From an optimization exercise on the open Yosys and OpenROAD flow, aimed at a short achievable clock period and few clock cycles per item; shortcuts taken in it are not production practice. RTL that was checked went through simulation tests only; none was proved equivalent to the original. Power figures rest on the tool's default switching activity, not on a simulated workload.

## se_framer
module se_framer (
  input  wire        clk,
  input  wire        rst,
  input  wire        cmd_valid,
  output wire        cmd_ready,
  input  wire [1:0]  cmd_op,
  input  wire [7:0]  cmd_len,
  input  wire [7:0]  cmd_opcode,
  input  wire [7:0]  cmd_p1,
  input  wire [15:0] cmd_p2,
  input  wire        in_valid,
  output wire        in_ready,
  input  wire [7:0]  in_data,
  input  wire        in_last,
  output wire        out_valid,
  input  wire        out_ready,
  output wire [7:0]  out_data,
  output wire        res_valid,
  input  wire        res_ready,
  output wire [2:0]  res_err,
  output wire [15:0] res_crc,
  output wire [4:0]  res_attempts
);
clock: 5.0 ns
lec_check: 0
cap_margin: 20
core_margin: 2
core_utilization: 60
cts_cluster_diameter: 100
cts_cluster_size: 24
place_density: 0.7
setup_slack_margin: 3.0
slew_margin: 20
run.sh (not shown) runs the stock make flow with config.mk's settings and CLKGATE_MAP_FILE= SYNTH_SCRIPT=/design/flow/synth_recipe.tcl, a recipe that flattens the netlist after the stock synthesis.
The starting point completed without violations.
Testbench counts at the start, summed over its fixed seeds: cycles 38,987, items 40,905.
Rerun with:
--- a/flow/design.v
+++ b/flow/design.v
@@ -120,15 +120,15 @@
   output wire        res_valid,
   input  wire        res_ready,
   output wire [2:0]  res_err,
   output wire [15:0] res_crc,
   output wire [4:0]  res_attempts
 );
   localparam integer MAXF = 3;     
-  localparam integer PQD  = 16;    
+  localparam integer PQD  = 32;    
   localparam [1:0] K_CRC = 2'd0, K_SEND = 2'd1, K_RECV = 2'd2, K_NONE = 2'd3;
   reg        cr_q;
   reg  [2:0] nfl;         
   reg        rf_q;        
   wire cmd_fire = cmd_valid & cr_q;
   assign cmd_ready = cr_q;
   wire [15:0] ga1, ga2, ga3, ga4, gb1, gb2;
Effect:
- global-route usage rises by 3.3 points
- cell area rises by 18%
- power rises by 16%
- hold slack gets better by 0.0086 ns
- setup slack gets worse by 0.085 ns
- count of clock-buffer cells in the layout rises by 13
- non-clock buffer count falls by 2
- utilization rises by 0.72 points
- clock skew rises by 0.0062 ns
- area after synthesis rises by 18%
- wire length rises by 32%
- maximum frequency falls by 3.8%
- die area rises by 17%
- cell count rises by 18%
No functional check of the RTL was part of the second run of this note.

========
Setup of red:
se_framer, a different RTL version from the one above (not shown whole).
Size: ~2800 cells after synthesis, roughly 1000 flip-flops, about 93 I/O pins, roughly 38000 um2 of cells after synthesis.
// se_framer
module se_framer (
  input  wire        clk,
  input  wire        rst,
  input  wire        cmd_valid,
  output wire        cmd_ready,
  input  wire [1:0]  cmd_op,
  input  wire [7:0]  cmd_len,
  input  wire [7:0]  cmd_opcode,
  input  wire [7:0]  cmd_p1,
  input  wire [15:0] cmd_p2,
  input  wire        in_valid,
  output wire        in_ready,
  input  wire [7:0]  in_data,
  input  wire        in_last,
  output wire        out_valid,
  input  wire        out_ready,
  output wire [7:0]  out_data,
  output wire        res_valid,
  input  wire        res_ready,
  output wire [2:0]  res_err,
  output wire [15:0] res_crc,
  output wire [4:0]  res_attempts
);
  localparam integer MAXF = 3;     
  localparam integer PQD  = 16;    
  localparam [1:0] K_CRC = 2'd0, K_SEND = 2'd1, K_RECV = 2'd2, K_NONE = 2'd3;
  reg        cr_q;
  reg  [2:0] nfl;         
  reg        rf_q;        
  wire cmd_fire = cmd_valid & cr_q;
  assign cmd_ready = cr_q;
  wire [15:0] ga1, ga2, ga3, ga4, gb1, gb2;
  se_crc16 u_ga1 (.c(16'h0000), .b(cmd_opcode),   .n(ga1));
  se_crc16 u_ga2 (.c(ga1),      .b(cmd_p1),       .n(ga2));
  se_crc16 u_ga3 (.c(ga2),      .b(8'h00),        .n(ga3));
  se_crc16 u_ga4 (.c(ga3),      .b(8'h00),        .n(ga4));
  ...
Settings: LEC_CHECK=0, CAP_MARGIN=20, CORE_MARGIN=2, CORE_UTILIZATION=60, CTS_CLUSTER_DIAMETER=100, CTS_CLUSTER_SIZE=24, PLACE_DENSITY=0.7, SETUP_SLACK_MARGIN=3.0, SLEW_MARGIN=20; clock period 5.0 ns.
> inputs changed (red -> blue)
--- a/flow/design.v
+++ b/flow/design.v
@@ -427,29 +427,26 @@
     .clk(clk), .clr(rst), .push(pr_v), .din({pr_err, pr_crc, pr_att, pr_snd}),
     .pop(rq_pop), .head(rq_h), .cnt(rq_cnt)
   );
   reg  [8:0] ph;          
   reg  [7:0] prem;        
   reg        prem1;
   reg        m_v;         
   reg  [7:0] m_d, m_dh;   
   reg        m_l;         
   reg        ol_q;        
-  reg  [7:0] hb;
-  wire [7:0] hb_next = ({8{ph[0]}} & sqh_L)        |
-                       ({8{ph[1]}} & sqh_opc)      |
-                       ({8{ph[2]}} & sqh_p1)       |
-                       ({8{ph[3]}} & sqh_p2[7:0])  |
-                       ({8{ph[4]}} & sqh_p2[15:8]);
-  wire       ph_h = ph[1] | ph[2] | ph[3] | ph[4] | ph[5];
   wire [7:0] obyte = ({8{ph[0]}} & 8'h03)        |
-                     ({8{ph_h}}  & hb)           |
+                     ({8{ph[1]}} & sqh_L)        |
+                     ({8{ph[2]}} & sqh_opc)      |
+                     ({8{ph[3]}} & sqh_p1)       |
+                     ({8{ph[4]}} & sqh_p2[7:0])  |
+                     ({8{ph[5]}} & sqh_p2[15:8]) |
                      ({8{ph[6]}} & pq_h)         |
                      ({8{ph[7]}} & sc_h[7:0])    |
                      ({8{ph[8]}} & sc_h[15:8]);
   wire oav    = sq_cnt[0] & (ph[6] ? pq_ne : (ph[7] | ph[8]) ? sc_cnt[0] : 1'b1);
   wire m_free = ~m_v | out_ready;
   wire o_push = m_free & oav;
   assign pq_pop = o_push & ph[6];
   assign sc_pop = o_push & ph[8];
   assign sq_pop = o_push & ph[8];
   always @(posedge clk) begin
@@ -459,33 +456,31 @@
       ph[0] <= ph[8];
       ph[1] <= ph[0];
       ph[2] <= ph[1];
       ph[3] <= ph[2];
       ph[4] <= ph[3];
       ph[5] <= ph[4];
       ph[6] <= (ph[5] & ~sqh_p0) | (ph[6] & ~prem1);
       ph[7] <= (ph[5] & sqh_p0) | (ph[6] & prem1);
       ph[8] <= ph[7];
     end
-    if (o_push)
-      hb <= hb_next;
     if (o_push) begin
       if (ph[5]) begin
         prem  <= sqh_len;
         prem1 <= sqh_p1f;
       end else begin
         prem  <= prem - 8'd1;
         prem1 <= (prem == 8'd2);
       end
     end
     m_d  <= m_free ? obyte : m_dh;
-    m_dh <= m_free ? obyte : m_d;
+    m_dh <= m_free ? obyte : m_dh;
     m_l  <= m_free ? ph[8] : m_l;
     m_v  <= ~rst & ((m_free & o_push) | ~m_free);
     ol_q <= ~rst & m_v & out_ready & m_l;
   end
   assign out_valid = m_v;
   assign out_data  = m_d;
   reg  [2:0]     otok;    
   reg            r_v;
   reg [RQW-1:1]  r_d, r_dh;   
   wire rqh_snd = rq_h[0];
@@ -494,21 +489,21 @@
   wire otok_dn = r_push & rqh_snd;
   assign rq_pop = r_push;
   always @(posedge clk) begin
     if (rst)
       otok <= 3'd0;
     else if (otok_dn)
       otok <= ol_q ? otok : {1'b0, otok[2:1]};
     else if (ol_q)
       otok <= {otok[1:0], 1'b1};
     r_d  <= r_free ? rq_h[RQW-1:1] : r_dh;
-    r_dh <= r_free ? rq_h[RQW-1:1] : r_d;
+    r_dh <= r_free ? rq_h[RQW-1:1] : r_dh;
     r_v  <= ~rst & ((r_free & r_push) | ~r_free);
     rf_q <= ~rst & r_v & res_ready;
   end
   assign res_valid    = r_v;
   assign res_err      = r_d[RQW-1 -: 3];
   assign res_crc      = r_d[RQW-4 -: 16];
   assign res_attempts = r_d[5:1];
   wire cr_next = (c1_v & cr_q) ? ~nfl[0] :
                  (c1_v | cr_q) ? ~nfl[1] : ~nfl[2];
   always @(posedge clk) begin
Notes after the runs:
Clock tree cell share of total cell area essentially unchanged between red and blue.
blue against red: wire length on met3 rose 25%; via count of the first global-routing pass fell 906; synthesized cell count fell 167; final core area utilization rose 0.75 points.
Flip-flop and latch count sits lower in blue than in red.
Number of gates resized after CTS delta for blue relative to red: about 11% lower
The number of buffer and inverter instances along the worst setup path in blue sits 2 below the value recorded for red.
Compare red and blue | number of placement rows higher: red
Post-layout worst setup margin (blue over red): decrease, 0.14 ns
Function was not checked in any run of this note: the RTL went through the layout flow alone.

==> what the ideal ports hide <==
No port has a modelled driver above. Below, the same layouts with a new extraction and two added sets of constraints. Step 1 sets driving cells, clkbuf_16 on the clock port and buf_2 on the other inputs (assumed; they add their load-dependent delay and slew). Step 2 adds t to the input delays and takes it off the output delays; t is the mean of the earliest and latest rising clock arrival at the registers after step 1. Input paths then give back, and output paths get back, about the clock's delay inside the block. a / b / c = ideal / step 1 / step 2; a / b = the first two.
run	shift t [ns]	setup WS [ns]	worst setup path after step 2	latest minus earliest clock arrival (ns)	worst data-port slew with drivers (ns)
the first run of note 1	0.671	2.847 / 2.805 / 2.362	input to register	0.030 / 0.031	0.05
the second run of note 1	0.716	2.763 / 2.695 / 2.383	input to register	0.040 / 0.041	0.04
red	0.689	2.858 / 2.812 / 2.336	input to register	0.024 / 0.023	0.05
blue	0.680	2.719 / 2.718 / 2.373	input to register	0.032 / 0.033	0.06
After both steps setup and hold are still met in every run listed. For red, which loses most, drivers alone change the setup slack by -0.046 ns; drivers and shift together by -0.522 ns.
